What follows belongs to an exercise in optimizing a design on an open flow for small area, a short achievable clock period and few clock cycles per item; a production flow would make more cautious choices. In this exercise RTL edits were held to simulation tests only and were not proved equivalent to the original. Power and IR drop assume default switching activity.

**design/flow/config.mk**
```make
export PLATFORM = sky130hd
export DESIGN_NAME = hash_xform
export DESIGN_NICKNAME = hash_xform
export VERILOG_FILES = /design/flow/design.v
export SDC_FILE = /design/flow/constraint.sdc
export NUM_CORES = 4
export LEC_CHECK = 0
export ABC_AREA = 1
export CAP_MARGIN = 20
export CORE_MARGIN = 2
export CORE_UTILIZATION = 50
export PLACE_DENSITY = 0.65
export SETUP_SLACK_MARGIN = 5
export SLEW_MARGIN = 35
```
**design/flow/constraint.sdc**
```tcl
create_clock -name core_clock -period 12.0 [get_ports {clk}]
set_input_delay 2.4000 -clock core_clock [delete_from_list [all_inputs] [get_ports {clk}]]
set_output_delay 2.4000 -clock core_clock [all_outputs]
set_load 0.01 [all_outputs]
```
**design/flow/design.v**
```verilog
module hash_xform (
    input  wire         clk,
    input  wire         rst,        
    input  wire         start,
    input  wire         alg,        
    input  wire [159:0] h_in,
    input  wire [511:0] block_in,
    output wire         ready,
    output wire         done,
    output wire [159:0] h_out
);
    reg         busy, prep, done_r, alg_r;
    reg  [6:0]  cnt;
    reg  [31:0] R0, R1, R2, R3, R4;
    reg  [31:0] P1, P2;
    reg  [31:0] H0, H1, H2, H3, H4;
    reg  [511:0] W;                 
    reg  [4:0]  fs;                 
    reg  [4:0]  rc;                 
    reg  [3:0]  rf;                 
    function [31:0] bswap(input [31:0] x);
        bswap = {x[7:0], x[15:8], x[23:16], x[31:24]};
    endfunction
    function [31:0] rotl5(input [31:0] x);
        rotl5 = {x[26:0], x[31:27]};
    endfunction
    function [31:0] rotl30(input [31:0] x);
        rotl30 = {x[1:0], x[31:2]};
    endfunction
    function [31:0] rotl1(input [31:0] x);
        rotl1 = {x[30:0], x[31]};
    endfunction
    function [31:0] rl(input [31:0] x, input integer n);
        rl = (x << n) | (x >> (32 - n));
    endfunction
    function [31:0] add32(input [31:0] x, input [31:0] y);
        reg [31:0] gg, pp;
        integer l, i;
        begin
            gg = x & y;
            pp = x ^ y;
            for (l = 0; l < 5; l = l + 1)
                for (i = 0; i < 32; i = i + 1)
                    if (((i >> l) & 1) == 1) begin
                        gg[i] = gg[i] | (pp[i] & gg[((i >> l) << l) - 1]);
                        pp[i] = pp[i] & pp[((i >> l) << l) - 1];
                    end
            add32 = (x ^ y) ^ {gg[30:0], 1'b0};
        end
    endfunction
    function [31:0] addbk(input [31:0] x, input [31:0] y);
        reg [31:0] gg, pp;
        integer l, i;
        begin
            gg = x & y;
            pp = x ^ y;
            for (l = 0; l < 5; l = l + 1)
                for (i = 0; i < 32; i = i + 1)
                    if ((i + 1) % (2 << l) == 0) begin
                        gg[i] = gg[i] | (pp[i] & gg[i - (1 << l)]);
                        pp[i] = pp[i] & pp[i - (1 << l)];
                    end
            for (l = 3; l >= 0; l = l - 1)
                for (i = 0; i < 32; i = i + 1)
                    if (i >= (2 << l) && (i + 1) % (2 << l) == (1 << l)) begin
                        gg[i] = gg[i] | (pp[i] & gg[i - (1 << l)]);
                        pp[i] = pp[i] & pp[i - (1 << l)];
                    end
            addbk = (x ^ y) ^ {gg[30:0], 1'b0};
        end
    endfunction
    function [31:0] add3bk(input [31:0] x, input [31:0] y, input [31:0] z);
        reg [31:0] mj;
        begin
            mj = (x & y) | (x & z) | (y & z);
            add3bk = addbk(x ^ y ^ z, {mj[30:0], 1'b0});
        end
    endfunction
    function [31:0] bf(input [4:0] s, input [31:0] b, input [31:0] c, input [31:0] d);
        bf = ({32{s[0]}} & ((b & c) | (~b & d)))
           | ({32{s[1]}} & ((b & d) | (c & ~d)))
           | ({32{s[2]}} & (b ^ c ^ d))
           | ({32{s[3]}} & (c ^ (b | ~d)))
           | ({32{s[4]}} & ((b & c) | (b & d) | (c & d)));
    endfunction
    wire [6:0] cnt_n = busy ? cnt + 7'd1 : 7'd0;
    wire       alg_n = busy ? alg_r : alg;
    reg  [4:0] fs_m, rc_m, fs_s;
    reg  [3:0] rf_m;
    always @(*) begin
        case (cnt_n[5:0])
            6'd0: begin fs_m = 5'd0; rc_m = 5'd0; rf_m = 4'd0; end
            6'd1: begin fs_m = 5'd1; rc_m = 5'd1; rf_m = 4'd8; end
            6'd2: begin fs_m = 5'd1; rc_m = 5'd4; rf_m = 4'd1; end
            6'd3: begin fs_m = 5'd1; rc_m = 5'd8; rf_m = 4'd2; end
            6'd4: begin fs_m = 5'd1; rc_m = 5'd16; rf_m = 4'd4; end
            6'd5: begin fs_m = 5'd1; rc_m = 5'd1; rf_m = 4'd8; end
            6'd6: begin fs_m = 5'd1; rc_m = 5'd4; rf_m = 4'd1; end
            6'd7: begin fs_m = 5'd1; rc_m = 5'd8; rf_m = 4'd2; end
            6'd8: begin fs_m = 5'd1; rc_m = 5'd16; rf_m = 4'd4; end
            6'd9: begin fs_m = 5'd1; rc_m = 5'd1; rf_m = 4'd8; end
            6'd10: begin fs_m = 5'd1; rc_m = 5'd4; rf_m = 4'd1; end
            6'd11: begin fs_m = 5'd1; rc_m = 5'd8; rf_m = 4'd2; end
            6'd12: begin fs_m = 5'd1; rc_m = 5'd16; rf_m = 4'd4; end
            6'd13: begin fs_m = 5'd1; rc_m = 5'd1; rf_m = 4'd8; end
            6'd14: begin fs_m = 5'd1; rc_m = 5'd4; rf_m = 4'd1; end
            6'd15: begin fs_m = 5'd1; rc_m = 5'd8; rf_m = 4'd2; end
            6'd16: begin fs_m = 5'd1; rc_m = 5'd16; rf_m = 4'd4; end
            6'd17: begin fs_m = 5'd2; rc_m = 5'd1; rf_m = 4'd2; end
            6'd18: begin fs_m = 5'd2; rc_m = 5'd2; rf_m = 4'd2; end
            6'd19: begin fs_m = 5'd2; rc_m = 5'd4; rf_m = 4'd4; end
            6'd20: begin fs_m = 5'd2; rc_m = 5'd16; rf_m = 4'd1; end
            6'd21: begin fs_m = 5'd2; rc_m = 5'd1; rf_m = 4'd2; end
            6'd22: begin fs_m = 5'd2; rc_m = 5'd2; rf_m = 4'd2; end
            6'd23: begin fs_m = 5'd2; rc_m = 5'd4; rf_m = 4'd4; end
            6'd24: begin fs_m = 5'd2; rc_m = 5'd16; rf_m = 4'd1; end
            6'd25: begin fs_m = 5'd2; rc_m = 5'd1; rf_m = 4'd2; end
            6'd26: begin fs_m = 5'd2; rc_m = 5'd2; rf_m = 4'd2; end
            6'd27: begin fs_m = 5'd2; rc_m = 5'd4; rf_m = 4'd4; end
            6'd28: begin fs_m = 5'd2; rc_m = 5'd16; rf_m = 4'd1; end
            6'd29: begin fs_m = 5'd2; rc_m = 5'd1; rf_m = 4'd2; end
            6'd30: begin fs_m = 5'd2; rc_m = 5'd2; rf_m = 4'd2; end
            6'd31: begin fs_m = 5'd2; rc_m = 5'd4; rf_m = 4'd4; end
            6'd32: begin fs_m = 5'd2; rc_m = 5'd16; rf_m = 4'd1; end
            6'd33: begin fs_m = 5'd4; rc_m = 5'd1; rf_m = 4'd1; end
            6'd34: begin fs_m = 5'd4; rc_m = 5'd2; rf_m = 4'd8; end
            6'd35: begin fs_m = 5'd4; rc_m = 5'd8; rf_m = 4'd1; end
            6'd36: begin fs_m = 5'd4; rc_m = 5'd16; rf_m = 4'd8; end
            6'd37: begin fs_m = 5'd4; rc_m = 5'd1; rf_m = 4'd1; end
            6'd38: begin fs_m = 5'd4; rc_m = 5'd2; rf_m = 4'd8; end
            6'd39: begin fs_m = 5'd4; rc_m = 5'd8; rf_m = 4'd1; end
            6'd40: begin fs_m = 5'd4; rc_m = 5'd16; rf_m = 4'd8; end
            6'd41: begin fs_m = 5'd4; rc_m = 5'd1; rf_m = 4'd1; end
            6'd42: begin fs_m = 5'd4; rc_m = 5'd2; rf_m = 4'd8; end
            6'd43: begin fs_m = 5'd4; rc_m = 5'd8; rf_m = 4'd1; end
            6'd44: begin fs_m = 5'd4; rc_m = 5'd16; rf_m = 4'd8; end
            6'd45: begin fs_m = 5'd4; rc_m = 5'd1; rf_m = 4'd1; end
            6'd46: begin fs_m = 5'd4; rc_m = 5'd2; rf_m = 4'd8; end
            6'd47: begin fs_m = 5'd4; rc_m = 5'd8; rf_m = 4'd1; end
            6'd48: begin fs_m = 5'd4; rc_m = 5'd16; rf_m = 4'd8; end
            6'd49: begin fs_m = 5'd8; rc_m = 5'd1; rf_m = 4'd4; end
            6'd50: begin fs_m = 5'd8; rc_m = 5'd2; rf_m = 4'd4; end
            6'd51: begin fs_m = 5'd8; rc_m = 5'd4; rf_m = 4'd8; end
            6'd52: begin fs_m = 5'd8; rc_m = 5'd16; rf_m = 4'd2; end
            6'd53: begin fs_m = 5'd8; rc_m = 5'd1; rf_m = 4'd4; end
            6'd54: begin fs_m = 5'd8; rc_m = 5'd2; rf_m = 4'd4; end
            6'd55: begin fs_m = 5'd8; rc_m = 5'd4; rf_m = 4'd8; end
            6'd56: begin fs_m = 5'd8; rc_m = 5'd16; rf_m = 4'd2; end
            6'd57: begin fs_m = 5'd8; rc_m = 5'd1; rf_m = 4'd4; end
            6'd58: begin fs_m = 5'd8; rc_m = 5'd2; rf_m = 4'd4; end
            6'd59: begin fs_m = 5'd8; rc_m = 5'd4; rf_m = 4'd8; end
            6'd60: begin fs_m = 5'd8; rc_m = 5'd16; rf_m = 4'd2; end
            6'd61: begin fs_m = 5'd8; rc_m = 5'd1; rf_m = 4'd4; end
            6'd62: begin fs_m = 5'd8; rc_m = 5'd2; rf_m = 4'd4; end
            6'd63: begin fs_m = 5'd8; rc_m = 5'd4; rf_m = 4'd8; end
        endcase
        case (cnt_n[5:0])
            6'd1: fs_s = 5'd1;
            6'd2: fs_s = 5'd1;
            6'd3: fs_s = 5'd1;
            6'd4: fs_s = 5'd1;
            6'd5: fs_s = 5'd1;
            6'd6: fs_s = 5'd1;
            6'd7: fs_s = 5'd1;
            6'd8: fs_s = 5'd1;
            6'd9: fs_s = 5'd1;
            6'd10: fs_s = 5'd1;
            6'd11: fs_s = 5'd4;
            6'd12: fs_s = 5'd4;
            6'd13: fs_s = 5'd4;
            6'd14: fs_s = 5'd4;
            6'd15: fs_s = 5'd4;
            6'd16: fs_s = 5'd4;
            6'd17: fs_s = 5'd4;
            6'd18: fs_s = 5'd4;
            6'd19: fs_s = 5'd4;
            6'd20: fs_s = 5'd4;
            6'd21: fs_s = 5'd16;
            6'd22: fs_s = 5'd16;
            6'd23: fs_s = 5'd16;
            6'd24: fs_s = 5'd16;
            6'd25: fs_s = 5'd16;
            6'd26: fs_s = 5'd16;
            6'd27: fs_s = 5'd16;
            6'd28: fs_s = 5'd16;
            6'd29: fs_s = 5'd16;
            6'd30: fs_s = 5'd16;
            6'd31: fs_s = 5'd4;
            6'd32: fs_s = 5'd4;
            6'd33: fs_s = 5'd4;
            6'd34: fs_s = 5'd4;
            6'd35: fs_s = 5'd4;
            6'd36: fs_s = 5'd4;
            6'd37: fs_s = 5'd4;
            6'd38: fs_s = 5'd4;
            6'd39: fs_s = 5'd4;
            6'd40: fs_s = 5'd4;
            default: fs_s = 5'd0;
        endcase
    end
    wire [4:0] fs_n = cnt_n[6] ? ((cnt_n[5:0] == 6'd0 && !alg_n) ? 5'd8 : 5'd0) : alg_n ? fs_s : fs_m;
    wire [4:0] rc_n = (cnt_n[6] && !alg_n && cnt_n[5:0] == 6'd0) ? 5'd16 : (cnt_n[6] || alg_n) ? 5'd0 : rc_m;
    wire [3:0] rf_n = (cnt_n[6] && !alg_n && cnt_n[5:0] == 6'd0) ? 4'd2 : (cnt_n[6] || alg_n) ? 4'd0 : rf_m;
    reg [31:0] cst_m, cst_s;
    reg [3:0]  xpos;
    always @(*) begin
        case (cnt[5:0])
            6'd0: begin cst_m = 32'hD76AA478; xpos = 4'd0; end
            6'd1: begin cst_m = 32'hE8C7B756; xpos = 4'd15; end
            6'd2: begin cst_m = 32'h242070DB; xpos = 4'd14; end
            6'd3: begin cst_m = 32'hC1BDCEEE; xpos = 4'd13; end
            6'd4: begin cst_m = 32'hF57C0FAF; xpos = 4'd12; end
            6'd5: begin cst_m = 32'h4787C62A; xpos = 4'd11; end
            6'd6: begin cst_m = 32'hA8304613; xpos = 4'd10; end
            6'd7: begin cst_m = 32'hFD469501; xpos = 4'd9; end
            6'd8: begin cst_m = 32'h698098D8; xpos = 4'd8; end
            6'd9: begin cst_m = 32'h8B44F7AF; xpos = 4'd7; end
            6'd10: begin cst_m = 32'hFFFF5BB1; xpos = 4'd6; end
            6'd11: begin cst_m = 32'h895CD7BE; xpos = 4'd5; end
            6'd12: begin cst_m = 32'h6B901122; xpos = 4'd4; end
            6'd13: begin cst_m = 32'hFD987193; xpos = 4'd3; end
            6'd14: begin cst_m = 32'hA679438E; xpos = 4'd2; end
            6'd15: begin cst_m = 32'h49B40821; xpos = 4'd1; end
            6'd16: begin cst_m = 32'hF61E2562; xpos = 4'd1; end
            6'd17: begin cst_m = 32'hC040B340; xpos = 4'd4; end
            6'd18: begin cst_m = 32'h265E5A51; xpos = 4'd7; end
            6'd19: begin cst_m = 32'hE9B6C7AA; xpos = 4'd10; end
            6'd20: begin cst_m = 32'hD62F105D; xpos = 4'd13; end
            6'd21: begin cst_m = 32'h02441453; xpos = 4'd0; end
            6'd22: begin cst_m = 32'hD8A1E681; xpos = 4'd3; end
            6'd23: begin cst_m = 32'hE7D3FBC8; xpos = 4'd6; end
            6'd24: begin cst_m = 32'h21E1CDE6; xpos = 4'd9; end
            6'd25: begin cst_m = 32'hC33707D6; xpos = 4'd12; end
            6'd26: begin cst_m = 32'hF4D50D87; xpos = 4'd15; end
            6'd27: begin cst_m = 32'h455A14ED; xpos = 4'd2; end
            6'd28: begin cst_m = 32'hA9E3E905; xpos = 4'd5; end
            6'd29: begin cst_m = 32'hFCEFA3F8; xpos = 4'd8; end
            6'd30: begin cst_m = 32'h676F02D9; xpos = 4'd11; end
            6'd31: begin cst_m = 32'h8D2A4C8A; xpos = 4'd14; end
            6'd32: begin cst_m = 32'hFFFA3942; xpos = 4'd5; end
            6'd33: begin cst_m = 32'h8771F681; xpos = 4'd6; end
            6'd34: begin cst_m = 32'h6D9D6122; xpos = 4'd7; end
            6'd35: begin cst_m = 32'hFDE5380C; xpos = 4'd8; end
            6'd36: begin cst_m = 32'hA4BEEA44; xpos = 4'd9; end
            6'd37: begin cst_m = 32'h4BDECFA9; xpos = 4'd10; end
            6'd38: begin cst_m = 32'hF6BB4B60; xpos = 4'd11; end
            6'd39: begin cst_m = 32'hBEBFBC70; xpos = 4'd12; end
            6'd40: begin cst_m = 32'h289B7EC6; xpos = 4'd13; end
            6'd41: begin cst_m = 32'hEAA127FA; xpos = 4'd14; end
            6'd42: begin cst_m = 32'hD4EF3085; xpos = 4'd15; end
            6'd43: begin cst_m = 32'h04881D05; xpos = 4'd0; end
            6'd44: begin cst_m = 32'hD9D4D039; xpos = 4'd1; end
            6'd45: begin cst_m = 32'hE6DB99E5; xpos = 4'd2; end
            6'd46: begin cst_m = 32'h1FA27CF8; xpos = 4'd3; end
            6'd47: begin cst_m = 32'hC4AC5665; xpos = 4'd4; end
            6'd48: begin cst_m = 32'hF4292244; xpos = 4'd0; end
            6'd49: begin cst_m = 32'h432AFF97; xpos = 4'd5; end
            6'd50: begin cst_m = 32'hAB9423A7; xpos = 4'd10; end
            6'd51: begin cst_m = 32'hFC93A039; xpos = 4'd15; end
            6'd52: begin cst_m = 32'h655B59C3; xpos = 4'd4; end
            6'd53: begin cst_m = 32'h8F0CCC92; xpos = 4'd9; end
            6'd54: begin cst_m = 32'hFFEFF47D; xpos = 4'd14; end
            6'd55: begin cst_m = 32'h85845DD1; xpos = 4'd3; end
            6'd56: begin cst_m = 32'h6FA87E4F; xpos = 4'd8; end
            6'd57: begin cst_m = 32'hFE2CE6E0; xpos = 4'd13; end
            6'd58: begin cst_m = 32'hA3014314; xpos = 4'd2; end
            6'd59: begin cst_m = 32'h4E0811A1; xpos = 4'd7; end
            6'd60: begin cst_m = 32'hF7537E82; xpos = 4'd12; end
            6'd61: begin cst_m = 32'hBD3AF235; xpos = 4'd1; end
            6'd62: begin cst_m = 32'h2AD7D2BB; xpos = 4'd6; end
            6'd63: begin cst_m = 32'hEB86D391; xpos = 4'd11; end
        endcase
        case (cnt[5:0])
            6'd0: cst_s = 32'h5A827999;
            6'd1: cst_s = 32'h5A827999;
            6'd2: cst_s = 32'h5A827999;
            6'd3: cst_s = 32'h5A827999;
            6'd4: cst_s = 32'h5A827999;
            6'd5: cst_s = 32'h5A827999;
            6'd6: cst_s = 32'h5A827999;
            6'd7: cst_s = 32'h5A827999;
            6'd8: cst_s = 32'h5A827999;
            6'd9: cst_s = 32'h5A827999;
            6'd10: cst_s = 32'h6ED9EBA1;
            6'd11: cst_s = 32'h6ED9EBA1;
            6'd12: cst_s = 32'h6ED9EBA1;
            6'd13: cst_s = 32'h6ED9EBA1;
            6'd14: cst_s = 32'h6ED9EBA1;
            6'd15: cst_s = 32'h6ED9EBA1;
            6'd16: cst_s = 32'h6ED9EBA1;
            6'd17: cst_s = 32'h6ED9EBA1;
            6'd18: cst_s = 32'h6ED9EBA1;
            6'd19: cst_s = 32'h6ED9EBA1;
            6'd20: cst_s = 32'h8F1BBCDC;
            6'd21: cst_s = 32'h8F1BBCDC;
            6'd22: cst_s = 32'h8F1BBCDC;
            6'd23: cst_s = 32'h8F1BBCDC;
            6'd24: cst_s = 32'h8F1BBCDC;
            6'd25: cst_s = 32'h8F1BBCDC;
            6'd26: cst_s = 32'h8F1BBCDC;
            6'd27: cst_s = 32'h8F1BBCDC;
            6'd28: cst_s = 32'h8F1BBCDC;
            6'd29: cst_s = 32'h8F1BBCDC;
            6'd30: cst_s = 32'hCA62C1D6;
            6'd31: cst_s = 32'hCA62C1D6;
            6'd32: cst_s = 32'hCA62C1D6;
            6'd33: cst_s = 32'hCA62C1D6;
            6'd34: cst_s = 32'hCA62C1D6;
            6'd35: cst_s = 32'hCA62C1D6;
            6'd36: cst_s = 32'hCA62C1D6;
            6'd37: cst_s = 32'hCA62C1D6;
            6'd38: cst_s = 32'hCA62C1D6;
            6'd39: cst_s = 32'hCA62C1D6;
            default: cst_s = 32'h0;
        endcase
    end
    wire [31:0] cst = cnt[6] ? 32'd0 : alg_r ? cst_s : cst_m;
    reg [31:0] xw;                  
    always @(*) begin
        case (xpos)
            4'd0: xw = W[31:0];
            4'd1: xw = W[63:32];
            4'd2: xw = W[95:64];
            4'd3: xw = W[127:96];
            4'd4: xw = W[159:128];
            4'd5: xw = W[191:160];
            4'd6: xw = W[223:192];
            4'd7: xw = W[255:224];
            4'd8: xw = W[287:256];
            4'd9: xw = W[319:288];
            4'd10: xw = W[351:320];
            4'd11: xw = W[383:352];
            4'd12: xw = W[415:384];
            4'd13: xw = W[447:416];
            4'd14: xw = W[479:448];
            4'd15: xw = W[511:480];
        endcase
    end
    wire [31:0] g   = bf(fs, R0, R1, R2);
    wire [31:0] tmp = ({32{alg_r}} & rotl5(R3)) + g + P1;
    wire [31:0] rt1 = ({32{rc[0]}} & rl(tmp, 4)) | ({32{rc[1]}} & rl(tmp, 8))
                    | ({32{rc[2]}} & rl(tmp, 12)) | ({32{rc[3]}} & rl(tmp, 16))
                    | ({32{rc[4]}} & rl(tmp, 20));
    wire [31:0] rot = ({32{rf[0]}} & rt1) | ({32{rf[1]}} & rl(rt1, 1))
                    | ({32{rf[2]}} & rl(rt1, 2)) | ({32{rf[3]}} & rl(rt1, 3));
    wire [31:0] nb  = R0 + rot;
    wire [31:0] a1 = tmp;
    wire [31:0] z2 = addbk(bf(fs, R3, rotl30(R0), R1), P2);
    wire [31:0] a2 = rotl5(a1) + z2;
    wire m61 = !alg_r && cnt == 7'd62;
    wire m62 = !alg_r && cnt == 7'd63;
    wire m63 = !alg_r && cnt == 7'd64;
    wire mf  = !alg_r && cnt == 7'd65;
    wire s39 = alg_r && cnt == 7'd40;
    wire sf1 = alg_r && cnt == 7'd41;
    wire sf2 = alg_r && cnt == 7'd42;
    wire mfin = m61 || m62 || m63 || mf;
    wire [31:0] p1a = prep ? (alg_r ? H4 : H0)
                    : !alg_r ? R2 : sf1 ? R3 : sf2 ? R4 : R1;
    wire [31:0] p1b = !alg_r ? xw : s39 ? H4 : sf1 ? H0 : sf2 ? H2 : bswap(W[31:0]);
    wire [31:0] p1c = cst;
    wire [31:0] p1n = add3bk(p1a, p1b, p1c);
    wire [31:0] p2a = prep ? H3 : (mfin || sf1) ? R0 : rotl30(R0);
    wire [31:0] p2b = m61 ? H0 : (m62 || s39) ? H3 : m63 ? H2 : (mf || sf1) ? H1 : bswap(W[63:32]);
    wire [31:0] p2c = alg_r ? cst : 32'd0;
    wire [31:0] p2n = add3bk(p2a, p2b, p2c);
    wire [31:0] wn0 = bswap(rotl1(bswap(W[447:416] ^ W[287:256] ^ W[95:64] ^ W[31:0])));
    wire [31:0] wn1 = bswap(rotl1(bswap(W[479:448] ^ W[319:288] ^ W[127:96] ^ W[63:32])));
    wire last = alg_r ? sf2 : mf;
    always @(posedge clk) begin
        if (rst) begin
            busy   <= 1'b0;
            done_r <= 1'b0;
        end else begin
            done_r <= busy && last;
            if (!busy)
                busy <= start;
            else if (last)
                busy <= 1'b0;
        end
    end
    always @(posedge clk) begin
        if (!busy) begin
            W <= block_in;
        end else begin
            W[447:0] <= W[511:64];
            W[479:448] <= alg_r ? wn0 : W[31:0];
            W[511:480] <= alg_r ? wn1 : W[63:32];
        end
    end
    always @(posedge clk) begin
        P1  <= p1n;
        P2  <= p2n;
        fs  <= fs_n;
        rc  <= rc_n;
        rf  <= rf_n;
        cnt <= cnt_n;
        prep <= !busy;
        if (!busy) begin
            alg_r <= alg;
            {H4, H3, H2, H1, H0} <= h_in;
        end
        if (!busy || prep) begin
            R3 <= H0;
            R0 <= H1;
            R1 <= H2;
            R2 <= H3;
            R4 <= H4;
        end else begin
            R0 <= alg_r ? a1 : nb;
            R1 <= alg_r ? rotl30(R3) : R0;
            R2 <= alg_r ? rotl30(R0) : R1;
            R3 <= alg_r ? a2 : R2;
            R4 <= R1;
            if (m61 || sf1) H0 <= m61 ? p2n : p1n;
            if (mf || sf1)  H1 <= p2n;
            if (m63 || sf2) H2 <= m63 ? p2n : p1n;
            if (m62 || s39) H3 <= p2n;
            if (s39)        H4 <= p1n;
        end
    end
    assign ready = !busy;
    assign done  = done_r;
    assign h_out = {alg_r ? H4 : 32'd0, H3, H2, H1, H0};
endmodule
```
**design/flow/run.sh**
```bash
#!/bin/bash
# synth_recipe.tcl (not shown) runs the flow's synth.tcl, then flattens the netlist and writes it again
# the make line also repeats each setting of config.mk as NAME=value (left out here)
make -C /OpenROAD-flow-scripts/flow DESIGN_CONFIG=/design/flow/config.mk WORK_HOME=/design/flow/orfs CLKGATE_MAP_FILE= SYNTH_SCRIPT=/design/flow/synth_recipe.tcl finish
```
==> results.py, run 1 <==
metrics = {
    "outcome": {
        "status": "complete, no violations",
    },
    "logic_synthesis": {
        "yosysUniqueCellTypes": 61,
        "synth_flop_cell": "dfxtp_1",
        "seq_area_frac_synth_pct": 30.5,
        "synth_edf_count": 0,
        "synth_xor_area_share_pct": 4.06,
        "yosys_warnings": 1,
        "synth-compound-area-share_pct": 22.0,
        "synth_fa_ha_area_share_pct": 10.5,
        "yosys.area_share.simple_pct": 23.6,
        "netlist_instances": 9386,
        "yosysTopAreaCellShare_pct": 30.5,
        "ys_ff_latch": 971,
        "synth_top_family_by_area": "simple AND/OR/NAND/NOR gates",
        "synthesis.nets": 10500,
        "netlist_area_um2": 63700,
        "netlist_top_cells_count": "nand2_1, inv_1, dfxtp_1",
        "synth_mux_area_share_pct": 0,
        "synth-async-reset-ratio_pct": 0,
        "synth.largest_area_cell": "dfxtp_1",
        "synthTopCellsByArea": "dfxtp_1, nand2_1, o21ai_0, fa_1, inv_1",
        "yosysMostFrequentCell": "nand2_1",
        "syn-mean-instance-area_um2": 6.79,
    },
    "detailed_routing": {
        "drt-initial-drc-count": 14700,
        "ant_nets": 0,
        "viasPerCell": 6.59,
        "vias": 77500,
        "route.detailed.wl_per_inst_um": 32.2,
        "drc": 0,
        "wirelength_mm": 379,
        "firstDrtPassIters": 17,
    },
    "global_route": {
        "gr-usage-met1_pct": 63.3,
        "grt.total_usage_pct": 55.4,
        "grt_max_degree": 271,
        "met2_usage_pct": 77.9,
        "grt_antenna_before_repair": 42,
        "grt.busiest_layer": "met2",
        "grt_pass1_wl_mm": 520,
        "grt_pass1_vias": 71900,
        "overflow": 0,
        "met3_usage_pct": 23.0,
    },
    "die": {
        "num_rows": 131,
        "core_um2": 127000,
        "initial_utilization_pct": 50.2,
        "die_area_um2": 130000,
        "die_w_um": 361,
        "io_pins": 838,
        "die_h_um": 361,
    },
    "hold_path": {
        "holdCritPathClass": "reg -> reg",
        "hold_depth": 2,
    },
    "clocking": {
        "cts_sinks": 971,
        "insertion_delay_ns": 0.79,
        "cts_root_buf": "clkbuf_16",
        "cts_tree": "done",
        "clkTransAtPathRegs_ns": 0.07,
        "htree_levels": 3,
        "clockBufferDepth": 3,
        "cts_buffers": 106,
    },
    "place": {
        "numPortBuffers": 837,
        "place_ws_ns": 3.21,
        "placed_area_um2": 73400,
        "placed_cells": 11500,
        "place_hpwl_mm": 284,
        "gp_congestion": 1.16,
    },
    "job": {
        "maxCapViolations": 0,
    },
    "timing": {
        "maxSlewHeadroom_pct": 27.3,
        "fin_tns_setup_ns": 0,
        "worst_slack_ns": 4.85,
        "worst_pin_slew_ns": 1.09,
        "finalSetupViolations": 0,
        "slew_violations": 0,
        "clock_skew_ns": 0.0649,
        "rsz0062_at_grt": "true",
        "max_freq_mhz": 140,
        "hold_viol_final": 0,
        "fin_crit_sh_pct": 59.6,
        "min_period_ns": 7.15,
    },
    "final_layout": {
        "syn_to_final_growth_pct": 24.7,
        "finalInstanceArea_um2": 79500,
        "final_nets": 11100,
        "final_layout_size_suffix_gt1_share_pct": 7.02,
        "instances_no_fill": 11800,
    },
    "pwr": {
        "p_total_mw": 19.3,
        "ir_worst_vdd_uv": 215,
        "p_leak_nw": 35.9,
        "power_density_nw_per_um2": 242,
    },
    "worst_setup_path": {
        "required_ns": 12.59,
        "worstSetupStartpointType": "flip-flop",
        "crit_type": "reg -> reg",
        "reg2regPathDepth": 26,
        "crit_fanout": 22,
        "worst_ep_arrival_time_ns": 7.74,
        "cp-end-kind": "flip-flop",
    },
}
==> registers in the layout, summed over array words and instances, names as in the netlist, 14 cells and up <==
name and cells:
H0 32, H1 32, R0 32, cst_m 32
W 512, H3 32, H2 32, P1 32
H4 32, R2 32, R4 32, R3 32
R1 32, cst_s 14, P2 32
==> cells by family (layout without fill, tap and decap cells) <==
logic type,after synthesis,after routing
DFF,971,971
other,1,16
adders and majority gates,409,409
and+or+nand+nor,3798,3805
buffers and inverters,1574,2272
AOI/OAI and AO/OA,2339,2339
xor gates and xnor gates,294,294
==> metal layers <==
metal  vias to the layer above  wire length, um
li1                      32300                -
met1                     35400           124000
met2                      7441           148000
met3                      2319            60400
met4                        50            47100
met5                         -              433
==> layout by cell type, fill, tap and decap left out, types with 25 or more instances in the layout <==
cell type and instances:
dfxtp_1 922, ha_1 186, nand2_1 2819, inv_1 1014, a21oi_2 25, o21ai_0 913
nor2_1 493, o2111ai_1 37, xor2_1 69, a211oi_1 88, o211ai_1 206, o22ai_1 125
buf_4 126, a21oi_1 427, a221oi_1 74, nand2_2 26, a31oi_1 182, xnor2_1 208
nor3_1 61, o21ai_1 29, dfxtp_2 26, nand3_1 191, nand4_1 85, clkbuf_16 109
clkdlybuf4s50_1 837, fa_1 206
==> worst max-delay path, stage by stage (launching register included) <==
cell and delay (ns):
dfxtp_2 0.34, inv_2 0.07, buf_4 0.26, buf_4 0.31
o311ai_0 0.39, ha_1 0.22, inv_1 0.07, fa_1 0.40
inv_1 0.13, a31oi_2 0.21, inv_1 0.14, a221o_1 0.22
a21oi_2 0.12, o21bai_1 0.38, nand3_1 0.13, nand2_1 0.32
inv_1 0.15, fa_1 0.56, inv_1 0.06, ha_1 0.53
nand2_1 0.30, o211ai_1 0.93, nand2_1 0.15, o211ai_1 0.18
a21oi_1 0.09, o21ai_0 0.17, a22oi_1 0.12
==> report_power, final <==
part	leakage, nW	total, mW	switching [mW]	internal, mW
registers	8.18	4.45	0.682	3.77
clock network	1.94	3.81	1.59	2.23
logic	25.7	11.0	7.78	3.21
==> stage by stage <==
stage	hold WS (ns)	utilization, %
finish	0.441	62.6
global route	0.462	62.6
CTS	0.449	61.5
detailed placement	0.438	57.8
global placement	0.433	57.7
floorplan	0.422	-
==> layout make-up <==
class                   count  area (um^2)
flip-flops and latches    971        19600
multi-input cells        6848        39500
fillers                 11200        47500
clock buffers             144         3050
well taps                1662         2080
repair buffers           1019        10300
inverters                1051         4020
diodes                     15         37.5
repair inverters            1         5.00
clock inverters            57          936
==> final timing paths <==
kind                from  slack (ns)     end
setup reg to reg   fs[3]        4.85  R3[30]
hold / removal    W[130]        0.44   W[66]
setup / recovery   fs[3]        4.85  R3[30]
hold reg to reg   W[130]        0.44   W[66]
==> what timing repair did <==
action                                  CTS  global route
gates resized for setup                 109           255
endpoints found under the setup margin  152            73
pin swaps                                 9            26
setup buffers                            21            36
hold buffers                              0             0
cloned                                    9             4
Testbench counts, summed over its fixed seeds: cycles 70,795, blocks 1,280.
==> run 2: changes to the inputs <==
--- a/design/flow/design.v
+++ b/design/flow/design.v
@@ -199,8 +199,8 @@
         endcase
     end
     wire [4:0] fs_n = cnt_n[6] ? ((cnt_n[5:0] == 6'd0 && !alg_n) ? 5'd8 : 5'd0) : alg_n ? fs_s : fs_m;
-    wire [4:0] rc_n = (cnt_n[6] && !alg_n && cnt_n[5:0] == 6'd0) ? 5'd16 : (cnt_n[6] || alg_n) ? 5'd0 : rc_m;
-    wire [3:0] rf_n = (cnt_n[6] && !alg_n && cnt_n[5:0] == 6'd0) ? 4'd2 : (cnt_n[6] || alg_n) ? 4'd0 : rf_m;
+    wire [4:0] rc_n = alg_n ? 5'd1 : (cnt_n[6] && cnt_n[5:0] == 6'd0) ? 5'd16 : cnt_n[6] ? 5'd0 : rc_m;
+    wire [3:0] rf_n = alg_n ? 4'd2 : (cnt_n[6] && cnt_n[5:0] == 6'd0) ? 4'd2 : cnt_n[6] ? 4'd0 : rf_m;
     reg [31:0] cst_m, cst_s;
     reg [3:0]  xpos;
     always @(*) begin
@@ -343,10 +343,11 @@
                     | ({32{rc[4]}} & rl(tmp, 20));
     wire [31:0] rot = ({32{rf[0]}} & rt1) | ({32{rf[1]}} & rl(rt1, 1))
                     | ({32{rf[2]}} & rl(rt1, 2)) | ({32{rf[3]}} & rl(rt1, 3));
-    wire [31:0] nb  = R0 + rot;
+    wire [31:0] z2;
+    wire [31:0] nb  = (alg_r ? z2 : R0) + rot;
     wire [31:0] a1 = tmp;
-    wire [31:0] z2 = addbk(bf(fs, R3, rotl30(R0), R1), P2);
-    wire [31:0] a2 = rotl5(a1) + z2;
+    assign z2 = addbk(bf(fs, R3, rotl30(R0), R1), P2);
+    wire [31:0] a2 = nb;
     wire m61 = !alg_r && cnt == 7'd62;
     wire m62 = !alg_r && cnt == 7'd63;
     wire m63 = !alg_r && cnt == 7'd64;
==> design/flow/flow/run.sh (new file) <==
#!/bin/bash
set -euo pipefail
export BUFFER_PORTS_ARGS="-buffer_cell sky130_fd_sc_hd__buf_1"
bash standard.sh > make_finish.log 2>&1
==> design/flow/standard.sh (new file) <==
#!/bin/bash
# synth_recipe.tcl (not shown) runs the flow's synth.tcl, then flattens the netlist and writes it again
# the make line also repeats each setting of config.mk as NAME=value (left out here)
make -C /OpenROAD-flow-scripts/flow DESIGN_CONFIG=/design/flow/config.mk WORK_HOME=/design/flow/orfs CLKGATE_MAP_FILE= SYNTH_SCRIPT=/design/flow/synth_recipe.tcl "${@:-finish}"
--- a/design/flow/config.mk
+++ b/design/flow/config.mk
@@ -8,7 +8,7 @@
 export ABC_AREA = 1
 export CAP_MARGIN = 20
 export CORE_MARGIN = 2
-export CORE_UTILIZATION = 50
-export PLACE_DENSITY = 0.65
+export CORE_UTILIZATION = 40
+export PLACE_DENSITY = 0.6
 export SETUP_SLACK_MARGIN = 5
 export SLEW_MARGIN = 35
removed: design/flow/run.sh
==> results.py, run 2 <==
metrics = {
    "global_route": {
        "gr-usage-met1_pct": 57.3,
        "grt.busiest_layer": "met2",
        "grt_pass1_vias": 66400,
        "met2_usage_pct": 69.4,
        "overflow": 0,
        "grt_max_degree": 257,
        "grt_antenna_before_repair": 43,
        "grt.total_usage_pct": 46.7,
        "met3_usage_pct": 12.4,
        "grt_pass1_wl_mm": 520,
    },
    "timing": {
        "fin_crit_sh_pct": 57.2,
        "fin_tns_setup_ns": 0,
        "slew_violations": 0,
        "clock_skew_ns": 0.0585,
        "max_freq_mhz": 146,
        "hold_viol_final": 0,
        "maxSlewHeadroom_pct": 28.0,
        "rsz0062_at_grt": "false",
        "finalSetupViolations": 0,
        "worst_pin_slew_ns": 1.07,
        "min_period_ns": 6.86,
        "worst_slack_ns": 5.14,
        "hold_slack_ns": 0.422,
    },
    "logic_synthesis": {
        "ys_ff_latch": 971,
        "netlist_instances": 9083,
        "yosysMostFrequentCell": "nand2_1",
        "synth.largest_area_cell": "dfxtp_1",
        "yosysTopAreaCellShare_pct": 31.3,
        "synthesis.nets": 10100,
        "synthTopCellsByArea": "dfxtp_1, nand2_1, o21ai_0, fa_1, inv_1",
        "netlist_area_um2": 62100,
        "yosys_warnings": 1,
        "syn-mean-instance-area_um2": 6.84,
        "synth_edf_count": 0,
        "yosysUniqueCellTypes": 57,
        "synth-async-reset-ratio_pct": 0,
        "synth_flop_cell": "dfxtp_1",
        "seq_area_frac_synth_pct": 31.3,
        "netlist_top_cells_count": "nand2_1, inv_1, dfxtp_1",
    },
    "detailed_routing": {
        "ant_nets": 0,
        "vias": 72400,
        "viasPerCell": 6.10,
        "firstDrtPassIters": 10,
        "wirelength_mm": 387,
        "drt-initial-drc-count": 10100,
        "drc": 0,
        "route.detailed.wl_per_inst_um": 32.7,
    },
    "final_layout": {
        "final_cell_mix": "nand2_1, inv_1, dfxtp_1",
        "largest_register_ffs": 512,
        "final_nets": 10800,
        "mostFrequentLayoutCell": "nand2_1",
        "fillCellCount": 16000,
        "final_layout_size_suffix_gt1_share_pct": 6.84,
        "largest-register": "W",
        "syn_to_final_growth_pct": 17.3,
    },
    "worst_setup_path": {
        "worstSetupStartpointType": "flip-flop",
        "crit_type": "reg -> reg",
        "cp-end-kind": "flip-flop",
        "crit_fanout": 59,
        "required_ns": 12.62,
        "worst_ep_arrival_time_ns": 7.48,
    },
    "job": {
        "maxCapViolations": 0,
    },
    "die": {
        "core_um2": 154000,
        "die_w_um": 398,
        "initial_utilization_pct": 40.3,
        "die_area_um2": 158000,
        "io_pins": 838,
        "die_h_um": 398,
        "num_rows": 144,
    },
    "clocking": {
        "insertion_delay_ns": 0.79,
        "cts_sinks": 971,
        "clockBufferDepth": 3,
        "cts_buffers": 111,
        "cts_tree": "done",
        "cts_root_buf": "clkbuf_16",
        "ctsHoldBuffers": 0,
        "clkTransAtPathRegs_ns": 0.07,
        "htree_levels": 3,
    },
    "place": {
        "place_ws_ns": 3.28,
        "numPortBuffers": 837,
        "gp_congestion": 1.13,
        "place_hpwl_mm": 302,
    },
    "outcome": {
        "status": "complete, no violations",
    },
    "hold_path": {
        "holdCritPathClass": "reg -> reg",
    },
    "pwr": {
        "ir_worst_vdd_uv": 149,
        "p_leak_nw": 32.9,
        "power_density_nw_per_um2": 233,
    },
}
run 2: cell types whose count changed after synthesis, sizes merged, moves of 32 or more:
cell | previous run | this run
ha | 203 | 171
inv | 1041 | 1005
o21ai | 952 | 897
o22ai | 125 | 174
clkbuf | 453 | 486
nand2 | 2856 | 2696
o211ai | 206 | 152
run 2: cell families (layout without fill, tap and decap cells):
family          Yosys count  in the layout  share of synthesized area (%)
simple gates           3593           3599                           22.8
compound gates         2274           2274                           22.0
buf+inv                1554           2254                           9.43
flops                   971            971                           31.3
fa+ha+maj               376            376                           10.1
xor+xnor                311            311                           4.38
mux                       3              3                         0.0483
other cells               1             25                        0.00604
run 2: final timing paths:
kind	start	endpoint	slack (ns)	cells after the start
worst min register to register	W[254]	W[190]	0.42	2
worst max-delay path	alg_r	H2[31]	5.14	25
worst max register to register	alg_r	H2[31]	5.14	25
worst min-delay path	W[254]	W[190]	0.42	2
run 2: routing by layer:
metal	up-vias	part of all wire [%]
met5	-	0.057
met3	1267	12
met2	5381	42
met1	34400	37
met4	26	9.5
li1	31300	-
run 2: cell type report:
class | instances | area [um^2] | area share (%)
Antenna cell | 24 | 60.1 | 0.0824
Sequential cell | 971 | 19600 | 26.8
Timing Repair inverter | 1 | 5.00 | 0.00687
Multi-Input combinational cell | 6564 | 37900 | 52.0
Tap cell | 2044 | 2560 | 3.51
Clock inverter | 41 | 628 | 0.862
Inverter | 1014 | 3890 | 5.34
Timing Repair Buffer | 1035 | 5110 | 7.01
Clock buffer | 163 | 3190 | 4.38
run 2: power by group:
part / internal, mW / switching, mW / total, mW
Combinational: 2.57 / 6.27 / 8.83
Clock: 2.11 / 1.59 / 3.69
Sequential: 3.77 / 0.708 / 4.48
run 2: per-stage QoR:
stage | total power [mW] | utilization, % | area [um^2] | std cells
detailed placement | 12.6 | 43.6 | 67200 | 11600
floorplan | 8.85 | - | 62100 | 9083
CTS | 16.3 | 46.6 | 71800 | 11800
global placement | 12.5 | 43.5 | 67100 | 11600
finish | 17.0 | 47.3 | 72900 | 11900
global route | 17.5 | 47.2 | 72900 | 11800
run 2: worst max-delay path, stage by stage (launching register included):
cell	delay [ns]
dfxtp_4	0.45
inv_16	0.21
buf_8	0.38
buf_4	0.68
nand2_1	0.29
a41oi_1	0.80
fa_1	0.56
ha_1	0.33
inv_1	0.09
nor3_1	0.06
nor2_1	0.12
nand2_1	0.08
a221oi_1	0.29
o21ai_2	0.17
a21o_1	0.23
nand3_1	0.08
nand2_1	0.10
fa_1	0.47
xnor2_2	0.19
xor2_1	0.17
inv_1	0.08
xor2_1	0.17
o21ai_1	0.17
nand3_1	0.12
nand3_1	0.12
o21ai_1	0.07
run 2: what timing repair did:
| item | 4_1_cts | 5_1_grt |
|---|---|---|
| cloned | 7 | 4 |
| gates resized for setup | 148 | 203 |
| pin swaps | 7 | 35 |
| setup buffers | 16 | 30 |
| endpoints found under the setup margin | 152 | 58 |
Testbench counts of run 2, summed over its fixed seeds: cycles 70,795, blocks 1,280.
==> run 3: changes to the inputs <==
--- a/design/flow/design.v
+++ b/design/flow/design.v
@@ -16,6 +16,8 @@
     reg  [31:0] H0, H1, H2, H3, H4;
     reg  [511:0] W;                 
     reg  [4:0]  fs;                 
+    reg         sha_c;              
+    reg  [2:0]  fs2;                
     reg  [4:0]  rc;                 
     reg  [3:0]  rf;                 
     function [31:0] bswap(input [31:0] x);
@@ -202,75 +204,75 @@
     wire [4:0] rc_n = alg_n ? 5'd1 : (cnt_n[6] && cnt_n[5:0] == 6'd0) ? 5'd16 : cnt_n[6] ? 5'd0 : rc_m;
     wire [3:0] rf_n = alg_n ? 4'd2 : (cnt_n[6] && cnt_n[5:0] == 6'd0) ? 4'd2 : cnt_n[6] ? 4'd0 : rf_m;
     reg [31:0] cst_m, cst_s;
-    reg [3:0]  xpos;
+    reg [3:0]  xpos_n;
     always @(*) begin
-        case (cnt[5:0])
-            6'd0: begin cst_m = 32'hD76AA478; xpos = 4'd0; end
-            6'd1: begin cst_m = 32'hE8C7B756; xpos = 4'd15; end
-            6'd2: begin cst_m = 32'h242070DB; xpos = 4'd14; end
-            6'd3: begin cst_m = 32'hC1BDCEEE; xpos = 4'd13; end
-            6'd4: begin cst_m = 32'hF57C0FAF; xpos = 4'd12; end
-            6'd5: begin cst_m = 32'h4787C62A; xpos = 4'd11; end
-            6'd6: begin cst_m = 32'hA8304613; xpos = 4'd10; end
-            6'd7: begin cst_m = 32'hFD469501; xpos = 4'd9; end
-            6'd8: begin cst_m = 32'h698098D8; xpos = 4'd8; end
-            6'd9: begin cst_m = 32'h8B44F7AF; xpos = 4'd7; end
-            6'd10: begin cst_m = 32'hFFFF5BB1; xpos = 4'd6; end
-            6'd11: begin cst_m = 32'h895CD7BE; xpos = 4'd5; end
-            6'd12: begin cst_m = 32'h6B901122; xpos = 4'd4; end
-            6'd13: begin cst_m = 32'hFD987193; xpos = 4'd3; end
-            6'd14: begin cst_m = 32'hA679438E; xpos = 4'd2; end
-            6'd15: begin cst_m = 32'h49B40821; xpos = 4'd1; end
-            6'd16: begin cst_m = 32'hF61E2562; xpos = 4'd1; end
-            6'd17: begin cst_m = 32'hC040B340; xpos = 4'd4; end
-            6'd18: begin cst_m = 32'h265E5A51; xpos = 4'd7; end
-            6'd19: begin cst_m = 32'hE9B6C7AA; xpos = 4'd10; end
-            6'd20: begin cst_m = 32'hD62F105D; xpos = 4'd13; end
-            6'd21: begin cst_m = 32'h02441453; xpos = 4'd0; end
-            6'd22: begin cst_m = 32'hD8A1E681; xpos = 4'd3; end
-            6'd23: begin cst_m = 32'hE7D3FBC8; xpos = 4'd6; end
-            6'd24: begin cst_m = 32'h21E1CDE6; xpos = 4'd9; end
-            6'd25: begin cst_m = 32'hC33707D6; xpos = 4'd12; end
-            6'd26: begin cst_m = 32'hF4D50D87; xpos = 4'd15; end
-            6'd27: begin cst_m = 32'h455A14ED; xpos = 4'd2; end
-            6'd28: begin cst_m = 32'hA9E3E905; xpos = 4'd5; end
-            6'd29: begin cst_m = 32'hFCEFA3F8; xpos = 4'd8; end
-            6'd30: begin cst_m = 32'h676F02D9; xpos = 4'd11; end
-            6'd31: begin cst_m = 32'h8D2A4C8A; xpos = 4'd14; end
-            6'd32: begin cst_m = 32'hFFFA3942; xpos = 4'd5; end
-            6'd33: begin cst_m = 32'h8771F681; xpos = 4'd6; end
-            6'd34: begin cst_m = 32'h6D9D6122; xpos = 4'd7; end
-            6'd35: begin cst_m = 32'hFDE5380C; xpos = 4'd8; end
-            6'd36: begin cst_m = 32'hA4BEEA44; xpos = 4'd9; end
-            6'd37: begin cst_m = 32'h4BDECFA9; xpos = 4'd10; end
-            6'd38: begin cst_m = 32'hF6BB4B60; xpos = 4'd11; end
-            6'd39: begin cst_m = 32'hBEBFBC70; xpos = 4'd12; end
-            6'd40: begin cst_m = 32'h289B7EC6; xpos = 4'd13; end
-            6'd41: begin cst_m = 32'hEAA127FA; xpos = 4'd14; end
-            6'd42: begin cst_m = 32'hD4EF3085; xpos = 4'd15; end
-            6'd43: begin cst_m = 32'h04881D05; xpos = 4'd0; end
-            6'd44: begin cst_m = 32'hD9D4D039; xpos = 4'd1; end
-            6'd45: begin cst_m = 32'hE6DB99E5; xpos = 4'd2; end
-            6'd46: begin cst_m = 32'h1FA27CF8; xpos = 4'd3; end
-            6'd47: begin cst_m = 32'hC4AC5665; xpos = 4'd4; end
-            6'd48: begin cst_m = 32'hF4292244; xpos = 4'd0; end
-            6'd49: begin cst_m = 32'h432AFF97; xpos = 4'd5; end
-            6'd50: begin cst_m = 32'hAB9423A7; xpos = 4'd10; end
-            6'd51: begin cst_m = 32'hFC93A039; xpos = 4'd15; end
-            6'd52: begin cst_m = 32'h655B59C3; xpos = 4'd4; end
-            6'd53: begin cst_m = 32'h8F0CCC92; xpos = 4'd9; end
-            6'd54: begin cst_m = 32'hFFEFF47D; xpos = 4'd14; end
-            6'd55: begin cst_m = 32'h85845DD1; xpos = 4'd3; end
-            6'd56: begin cst_m = 32'h6FA87E4F; xpos = 4'd8; end
-            6'd57: begin cst_m = 32'hFE2CE6E0; xpos = 4'd13; end
-            6'd58: begin cst_m = 32'hA3014314; xpos = 4'd2; end
-            6'd59: begin cst_m = 32'h4E0811A1; xpos = 4'd7; end
-            6'd60: begin cst_m = 32'hF7537E82; xpos = 4'd12; end
-            6'd61: begin cst_m = 32'hBD3AF235; xpos = 4'd1; end
-            6'd62: begin cst_m = 32'h2AD7D2BB; xpos = 4'd6; end
-            6'd63: begin cst_m = 32'hEB86D391; xpos = 4'd11; end
+        case (cnt_n[5:0])
+            6'd0: begin cst_m = 32'hD76AA478; xpos_n = 4'd0; end
+            6'd1: begin cst_m = 32'hE8C7B756; xpos_n = 4'd15; end
+            6'd2: begin cst_m = 32'h242070DB; xpos_n = 4'd14; end
+            6'd3: begin cst_m = 32'hC1BDCEEE; xpos_n = 4'd13; end
+            6'd4: begin cst_m = 32'hF57C0FAF; xpos_n = 4'd12; end
+            6'd5: begin cst_m = 32'h4787C62A; xpos_n = 4'd11; end
+            6'd6: begin cst_m = 32'hA8304613; xpos_n = 4'd10; end
+            6'd7: begin cst_m = 32'hFD469501; xpos_n = 4'd9; end
+            6'd8: begin cst_m = 32'h698098D8; xpos_n = 4'd8; end
+            6'd9: begin cst_m = 32'h8B44F7AF; xpos_n = 4'd7; end
+            6'd10: begin cst_m = 32'hFFFF5BB1; xpos_n = 4'd6; end
+            6'd11: begin cst_m = 32'h895CD7BE; xpos_n = 4'd5; end
+            6'd12: begin cst_m = 32'h6B901122; xpos_n = 4'd4; end
+            6'd13: begin cst_m = 32'hFD987193; xpos_n = 4'd3; end
+            6'd14: begin cst_m = 32'hA679438E; xpos_n = 4'd2; end
+            6'd15: begin cst_m = 32'h49B40821; xpos_n = 4'd1; end
+            6'd16: begin cst_m = 32'hF61E2562; xpos_n = 4'd1; end
+            6'd17: begin cst_m = 32'hC040B340; xpos_n = 4'd4; end
+            6'd18: begin cst_m = 32'h265E5A51; xpos_n = 4'd7; end
+            6'd19: begin cst_m = 32'hE9B6C7AA; xpos_n = 4'd10; end
+            6'd20: begin cst_m = 32'hD62F105D; xpos_n = 4'd13; end
+            6'd21: begin cst_m = 32'h02441453; xpos_n = 4'd0; end
+            6'd22: begin cst_m = 32'hD8A1E681; xpos_n = 4'd3; end
+            6'd23: begin cst_m = 32'hE7D3FBC8; xpos_n = 4'd6; end
+            6'd24: begin cst_m = 32'h21E1CDE6; xpos_n = 4'd9; end
+            6'd25: begin cst_m = 32'hC33707D6; xpos_n = 4'd12; end
+            6'd26: begin cst_m = 32'hF4D50D87; xpos_n = 4'd15; end
+            6'd27: begin cst_m = 32'h455A14ED; xpos_n = 4'd2; end
+            6'd28: begin cst_m = 32'hA9E3E905; xpos_n = 4'd5; end
+            6'd29: begin cst_m = 32'hFCEFA3F8; xpos_n = 4'd8; end
+            6'd30: begin cst_m = 32'h676F02D9; xpos_n = 4'd11; end
+            6'd31: begin cst_m = 32'h8D2A4C8A; xpos_n = 4'd14; end
+            6'd32: begin cst_m = 32'hFFFA3942; xpos_n = 4'd5; end
+            6'd33: begin cst_m = 32'h8771F681; xpos_n = 4'd6; end
+            6'd34: begin cst_m = 32'h6D9D6122; xpos_n = 4'd7; end
+            6'd35: begin cst_m = 32'hFDE5380C; xpos_n = 4'd8; end
+            6'd36: begin cst_m = 32'hA4BEEA44; xpos_n = 4'd9; end
+            6'd37: begin cst_m = 32'h4BDECFA9; xpos_n = 4'd10; end
+            6'd38: begin cst_m = 32'hF6BB4B60; xpos_n = 4'd11; end
+            6'd39: begin cst_m = 32'hBEBFBC70; xpos_n = 4'd12; end
+            6'd40: begin cst_m = 32'h289B7EC6; xpos_n = 4'd13; end
+            6'd41: begin cst_m = 32'hEAA127FA; xpos_n = 4'd14; end
+            6'd42: begin cst_m = 32'hD4EF3085; xpos_n = 4'd15; end
+            6'd43: begin cst_m = 32'h04881D05; xpos_n = 4'd0; end
+            6'd44: begin cst_m = 32'hD9D4D039; xpos_n = 4'd1; end
+            6'd45: begin cst_m = 32'hE6DB99E5; xpos_n = 4'd2; end
+            6'd46: begin cst_m = 32'h1FA27CF8; xpos_n = 4'd3; end
+            6'd47: begin cst_m = 32'hC4AC5665; xpos_n = 4'd4; end
+            6'd48: begin cst_m = 32'hF4292244; xpos_n = 4'd0; end
+            6'd49: begin cst_m = 32'h432AFF97; xpos_n = 4'd5; end
+            6'd50: begin cst_m = 32'hAB9423A7; xpos_n = 4'd10; end
+            6'd51: begin cst_m = 32'hFC93A039; xpos_n = 4'd15; end
+            6'd52: begin cst_m = 32'h655B59C3; xpos_n = 4'd4; end
+            6'd53: begin cst_m = 32'h8F0CCC92; xpos_n = 4'd9; end
+            6'd54: begin cst_m = 32'hFFEFF47D; xpos_n = 4'd14; end
+            6'd55: begin cst_m = 32'h85845DD1; xpos_n = 4'd3; end
+            6'd56: begin cst_m = 32'h6FA87E4F; xpos_n = 4'd8; end
+            6'd57: begin cst_m = 32'hFE2CE6E0; xpos_n = 4'd13; end
+            6'd58: begin cst_m = 32'hA3014314; xpos_n = 4'd2; end
+            6'd59: begin cst_m = 32'h4E0811A1; xpos_n = 4'd7; end
+            6'd60: begin cst_m = 32'hF7537E82; xpos_n = 4'd12; end
+            6'd61: begin cst_m = 32'hBD3AF235; xpos_n = 4'd1; end
+            6'd62: begin cst_m = 32'h2AD7D2BB; xpos_n = 4'd6; end
+            6'd63: begin cst_m = 32'hEB86D391; xpos_n = 4'd11; end
         endcase
-        case (cnt[5:0])
+        case (cnt_n[5:0])
             6'd0: cst_s = 32'h5A827999;
             6'd1: cst_s = 32'h5A827999;
             6'd2: cst_s = 32'h5A827999;
@@ -314,30 +316,23 @@
             default: cst_s = 32'h0;
         endcase
     end
-    wire [31:0] cst = cnt[6] ? 32'd0 : alg_r ? cst_s : cst_m;
+    wire [31:0] cst_n = cnt_n[6] ? 32'd0 : alg_n ? cst_s : cst_m;
+    reg  [31:0] c1, c2;             
+    reg  [15:0] xs;                 
+    always @(posedge clk) begin
+        c1 <= cst_n;
+        c2 <= alg_n ? cst_n : 32'd0;
+        xs <= 16'd1 << xpos_n;
+    end
     reg [31:0] xw;                  
+    integer q;
     always @(*) begin
-        case (xpos)
-            4'd0: xw = W[31:0];
-            4'd1: xw = W[63:32];
-            4'd2: xw = W[95:64];
-            4'd3: xw = W[127:96];
-            4'd4: xw = W[159:128];
-            4'd5: xw = W[191:160];
-            4'd6: xw = W[223:192];
-            4'd7: xw = W[255:224];
-            4'd8: xw = W[287:256];
-            4'd9: xw = W[319:288];
-            4'd10: xw = W[351:320];
-            4'd11: xw = W[383:352];
-            4'd12: xw = W[415:384];
-            4'd13: xw = W[447:416];
-            4'd14: xw = W[479:448];
-            4'd15: xw = W[511:480];
-        endcase
+        xw = 32'd0;
+        for (q = 0; q < 16; q = q + 1)
+            xw = xw | ({32{xs[q]}} & W[32*q +: 32]);
     end
     wire [31:0] g   = bf(fs, R0, R1, R2);
-    wire [31:0] tmp = ({32{alg_r}} & rotl5(R3)) + g + P1;
+    wire [31:0] tmp = ({32{sha_c}} & rotl5(R3)) + g + P1;
     wire [31:0] rt1 = ({32{rc[0]}} & rl(tmp, 4)) | ({32{rc[1]}} & rl(tmp, 8))
                     | ({32{rc[2]}} & rl(tmp, 12)) | ({32{rc[3]}} & rl(tmp, 16))
                     | ({32{rc[4]}} & rl(tmp, 20));
@@ -346,24 +341,44 @@
     wire [31:0] z2;
     wire [31:0] nb  = (alg_r ? z2 : R0) + rot;
     wire [31:0] a1 = tmp;
-    assign z2 = addbk(bf(fs, R3, rotl30(R0), R1), P2);
+    assign z2 = addbk(bf({fs2[2], 1'b0, fs2[1], 1'b0, fs2[0]}, R3, rotl30(R0), R1), P2);
     wire [31:0] a2 = nb;
-    wire m61 = !alg_r && cnt == 7'd62;
-    wire m62 = !alg_r && cnt == 7'd63;
-    wire m63 = !alg_r && cnt == 7'd64;
-    wire mf  = !alg_r && cnt == 7'd65;
-    wire s39 = alg_r && cnt == 7'd40;
-    wire sf1 = alg_r && cnt == 7'd41;
-    wire sf2 = alg_r && cnt == 7'd42;
-    wire mfin = m61 || m62 || m63 || mf;
-    wire [31:0] p1a = prep ? (alg_r ? H4 : H0)
-                    : !alg_r ? R2 : sf1 ? R3 : sf2 ? R4 : R1;
-    wire [31:0] p1b = !alg_r ? xw : s39 ? H4 : sf1 ? H0 : sf2 ? H2 : bswap(W[31:0]);
-    wire [31:0] p1c = cst;
+    wire m61_n = !alg_n && cnt_n == 7'd62;
+    wire m62_n = !alg_n && cnt_n == 7'd63;
+    wire m63_n = !alg_n && cnt_n == 7'd64;
+    wire mf_n  = !alg_n && cnt_n == 7'd65;
+    wire s39_n = alg_n && cnt_n == 7'd40;
+    wire sf1_n = alg_n && cnt_n == 7'd41;
+    wire sf2_n = alg_n && cnt_n == 7'd42;
+    reg m61, m62, m63, mf, s39, sf1, sf2;
+    reg [5:0] s1a;                  
+    reg [4:0] s1b;                  
+    reg [2:0] s2a;                  
+    reg [4:0] s2b;                  
+    always @(posedge clk) begin
+        m61 <= m61_n;
+        m62 <= m62_n;
+        m63 <= m63_n;
+        mf  <= mf_n;
+        s39 <= s39_n;
+        sf1 <= sf1_n;
+        sf2 <= sf2_n;
+        s1a <= {busy && alg_r && !sf1_n && !sf2_n, sf2_n, sf1_n, busy && !alg_r, !busy && alg, !busy && !alg};
+        s1b <= {sf2_n, sf1_n, s39_n, alg_n && !s39_n && !sf1_n && !sf2_n, !alg_n};
+        s2a <= {busy && alg_r && !sf1_n, busy && (!alg_r || sf1_n), !busy};
+        s2b <= {!(m61_n || m62_n || s39_n || m63_n || mf_n || sf1_n), mf_n || sf1_n, m63_n, m62_n || s39_n, m61_n};
+        sha_c <= busy && alg_r;
+    end
+    wire [31:0] p1a = ({32{s1a[0]}} & H0) | ({32{s1a[1]}} & H4) | ({32{s1a[2]}} & R2)
+                    | ({32{s1a[3]}} & R3) | ({32{s1a[4]}} & R4) | ({32{s1a[5]}} & R1);
+    wire [31:0] p1b = ({32{s1b[0]}} & xw) | ({32{s1b[1]}} & bswap(W[31:0])) | ({32{s1b[2]}} & H4)
+                    | ({32{s1b[3]}} & H0) | ({32{s1b[4]}} & H2);
+    wire [31:0] p1c = c1;
     wire [31:0] p1n = add3bk(p1a, p1b, p1c);
-    wire [31:0] p2a = prep ? H3 : (mfin || sf1) ? R0 : rotl30(R0);
-    wire [31:0] p2b = m61 ? H0 : (m62 || s39) ? H3 : m63 ? H2 : (mf || sf1) ? H1 : bswap(W[63:32]);
-    wire [31:0] p2c = alg_r ? cst : 32'd0;
+    wire [31:0] p2a = ({32{s2a[0]}} & H3) | ({32{s2a[1]}} & R0) | ({32{s2a[2]}} & rotl30(R0));
+    wire [31:0] p2b = ({32{s2b[0]}} & H0) | ({32{s2b[1]}} & H3) | ({32{s2b[2]}} & H2)
+                    | ({32{s2b[3]}} & H1) | ({32{s2b[4]}} & bswap(W[63:32]));
+    wire [31:0] p2c = c2;
     wire [31:0] p2n = add3bk(p2a, p2b, p2c);
     wire [31:0] wn0 = bswap(rotl1(bswap(W[447:416] ^ W[287:256] ^ W[95:64] ^ W[31:0])));
     wire [31:0] wn1 = bswap(rotl1(bswap(W[479:448] ^ W[319:288] ^ W[127:96] ^ W[63:32])));
@@ -393,6 +408,7 @@
         P1  <= p1n;
         P2  <= p2n;
         fs  <= fs_n;
+        fs2 <= alg_n ? {fs_n[4], fs_n[2], fs_n[0]} : 3'd0;
         rc  <= rc_n;
         rf  <= rf_n;
         cnt <= cnt_n;
--- a/design/flow/config.mk
+++ b/design/flow/config.mk
@@ -9,6 +9,7 @@
 export CAP_MARGIN = 20
 export CORE_MARGIN = 2
 export CORE_UTILIZATION = 40
+export CTS_BUF_LIST = sky130_fd_sc_hd__clkbuf_8
 export PLACE_DENSITY = 0.6
 export SETUP_SLACK_MARGIN = 5
 export SLEW_MARGIN = 35
==> results.py, run 3 <==
metrics = {
    "detailed_routing": {
        "route.detailed.wl_per_inst_um": 31.5,
        "firstDrtPassIters": 7,
        "ant_nets": 0,
        "drt-initial-drc-count": 10100,
        "drc": 0,
        "vias": 70700,
        "viasPerCell": 5.96,
        "wirelength_mm": 373,
    },
    "logic_synthesis": {
        "syn-mean-instance-area_um2": 6.92,
        "netlist_area_um2": 62000,
        "synth-async-reset-ratio_pct": 0,
        "synth_edf_count": 0,
        "yosysUniqueCellTypes": 73,
        "synthTopCellsByArea": "dfxtp_1, nand2_1, fa_1, o21ai_0, inv_1",
        "synthesis.nets": 10000,
        "seq_area_frac_synth_pct": 33.0,
        "netlist_top_cells_count": "nand2_1, dfxtp_1, inv_1",
        "yosysTopAreaCellShare_pct": 33.0,
        "synth_flop_cell": "dfxtp_1",
        "synth.largest_area_cell": "dfxtp_1",
        "yosysMostFrequentCell": "nand2_1",
        "netlist_instances": 8960,
        "ys_ff_latch": 1023,
        "yosys_warnings": 1,
    },
    "hold_path": {
        "holdCritPathClass": "reg -> reg",
        "hp-start": "W[255]",
        "hold_depth": 2,
    },
    "die": {
        "io_pins": 838,
        "die_area_um2": 158000,
        "core_um2": 154000,
        "die_w_um": 398,
        "die_h_um": 398,
        "num_rows": 144,
        "initial_utilization_pct": 40.2,
    },
    "worst_setup_path": {
        "cpMaxStageDelayCell": "o41ai_2",
        "cp_common_cell": "nand2_1",
        "crit_fanout": 17,
        "cp-startpoint": "xs[7]",
        "r2r-start": "xs[7]",
        "cp-end-kind": "flip-flop",
        "slowest_delay_ns": 0.57,
        "worst_ep_arrival_time_ns": 7.81,
        "reg2regPathDepth": 28,
        "crit_type": "reg -> reg",
        "required_ns": 12.86,
        "worstSetupStartpointType": "flip-flop",
    },
    "timing": {
        "min_period_ns": 6.95,
        "fin_crit_sh_pct": 57.9,
        "slew_violations": 0,
        "clock_skew_ns": 0.0795,
        "hold_slack_ns": 0.411,
        "fin_tns_setup_ns": 0,
        "hold_viol_final": 0,
        "finalSetupViolations": 0,
        "rsz0062_at_grt": "false",
        "maxSlewHeadroom_pct": 29.9,
        "max_freq_mhz": 144,
        "worst_slack_ns": 5.05,
        "worst_pin_slew_ns": 1.05,
    },
    "final_layout": {
        "final_cell_mix": "nand2_1, dfxtp_1, inv_1",
        "instances_no_fill": 11900,
        "multi_input_area_um2": 37100,
        "syn_to_final_growth_pct": 16.1,
        "final_layout_size_suffix_gt1_share_pct": 7.35,
        "seq_area_um2": 20600,
        "largest-register": "W",
        "finalInstanceArea_um2": 72000,
        "fillCellCount": 16200,
        "largest_register_ffs": 512,
        "final_nets": 10700,
        "fin_util_pct": 46.7,
        "mostFrequentLayoutCell": "nand2_1",
    },
    "clocking": {
        "cts_sinks": 1023,
        "cts_buffers": 183,
        "htree_levels": 4,
        "clkTransAtPathRegs_ns": 0.06,
        "insertion_delay_ns": 0.99,
        "clockBufferDepth": 3,
        "cts_root_buf": "clkbuf_8",
        "cts_tree": "done",
        "ctsHoldBuffers": 0,
    },
    "job": {
        "maxCapViolations": 0,
    },
    "global_route": {
        "grt_pass1_wl_mm": 508,
        "grt_max_degree": 194,
        "grt.total_usage_pct": 45.5,
        "grt_pass1_vias": 66400,
        "overflow": 0,
        "grt_antenna_before_repair": 41,
    },
    "pwr": {
        "power_density_nw_per_um2": 220,
        "seq_power_share_pct": 28.8,
        "p_leak_nw": 32.9,
        "p_total_mw": 15.8,
        "internal_power_mw": 7.98,
        "switching_share_pct": 49.7,
        "p_sw_mw": 7.87,
        "power_frac_comb_pct": 48.7,
        "clock_power_share_pct": 22.5,
        "ir_worst_vdd_uv": 123,
    },
    "place": {
        "placed_area_um2": 67200,
        "numPortBuffers": 837,
        "place_hpwl_mm": 293,
        "place_ws_ns": 4.04,
        "placed_cells": 11500,
        "gp_congestion": 1.06,
    },
    "outcome": {
        "status": "complete, no violations",
    },
}
run 3: cell count changes after synthesis, moves of 42 or more:
cell | previous run | this run
inv_1 | 997 | 865
nor2_1 | 527 | 382
o22ai_1 | 174 | 120
a21oi_1 | 439 | 352
clkbuf_1 | 486 | 408
a31oi_1 | 187 | 101
xor2_1 | 93 | 48
o221ai_1 | 26 | 94
dfxtp_1 | 971 | 1023
nand3_1 | 175 | 217
o21ai_0 | 886 | 722
nand2_1 | 2693 | 3220
run 3: power groups by stage:
stage	clock network (mW)	logic (mW)	registers (mW)
3_5_place_dp	0	7.12	4.58
2_1_floorplan	0	4.00	4.30
6_report	3.57	7.72	4.56
5_1_grt	3.70	8.07	4.58
4_1_cts	3.55	7.22	4.52
3_3_place_gp	0	7.10	4.58
run 3: per-layer routing:
layer	global-route usage (%)	vias to the layer above	wire length (um)
met5	0	-	318
met4	30.4	22	29800
met3	13.5	1068	43800
met2	68.3	4872	159000
met1	56.3	33800	140000
li1	-	30900	-
run 3: critical path, delay by kind of cell, from the launching register on:
family / cells / cell delay, ns
AO/OA/AOI/OAI: 7 / 2.08
AND/OR/NAND/NOR: 13 / 1.59
adder cells (fa/ha/maj): 3 / 1.35
XOR/XNOR: 4 / 0.90
flip-flops: 1 / 0.55
buffers and inverters: 1 / 0.37
run 3: cell families after synthesis:
kind of cell | count (synthesis) | synth area share, %
simple gates | 4020 | 25.7
compound gates | 1902 | 18.9
buf+inv | 1362 | 8.33
flops | 1023 | 33.0
fa+ha+maj | 384 | 10.2
xor+xnor | 268 | 3.79
other cells | 1 | 0.00605
run 3: layout make-up:
| cell class | instances | area share [%] |
|---|---|---|
| flip-flops and latches | 1023 | 28.7 |
| inverters | 895 | 4.71 |
| well taps | 2044 | 3.55 |
| multi-input cells | 6575 | 51.6 |
| clock buffers | 235 | 4.49 |
| diodes | 21 | 0.0730 |
| repair buffers | 980 | 6.02 |
| clock inverters | 91 | 0.885 |
run 3: worst paths after layout:
check        slack [ns]     end
max reg2reg        5.05  H0[31]
max                5.05  H0[31]
min reg2reg        0.41  W[191]
min                0.41  W[191]
run 3: timing repair:
item / 4_1_cts / 5_1_grt
gates cloned: 0 / 0
pin swaps: 4 / 19
endpoints found under the setup margin: 86 / 57
buffers inserted: 8 / 5
gates resized for setup: 65 / 153
Testbench counts of run 3, summed over its fixed seeds: cycles 70,795, blocks 1,280.

afterwards: timing with drivers on the ports:
Ports are ideal in the flow. The routed layouts listed here were re-timed in OpenROAD.
Step 1, drivers: a clkbuf_16 drives clk and a buf_2 each remaining input, both assumed.
Step 2 moves the port delays by t, midway between the first and last clock arrival at a register: inputs arrive t later, outputs are due t later. That takes back most of the time a late clock gives input paths.
Three values: ideal ports, drivers, drivers and shift; two values: the first two.
run | shift t [ns] | slack for setup (ns) | latest minus earliest clock arrival (ns)
run 1 | 0.840 | 4.851 / 4.851 / 4.851 | 0.065 / 0.066
run 2 | 0.824 | 5.137 / 5.137 / 5.137 | 0.059 / 0.059
run 3 | 1.039 | 5.055 / 5.055 / 5.055 | 0.080 / 0.080
After both steps setup and hold are still met in every run listed.
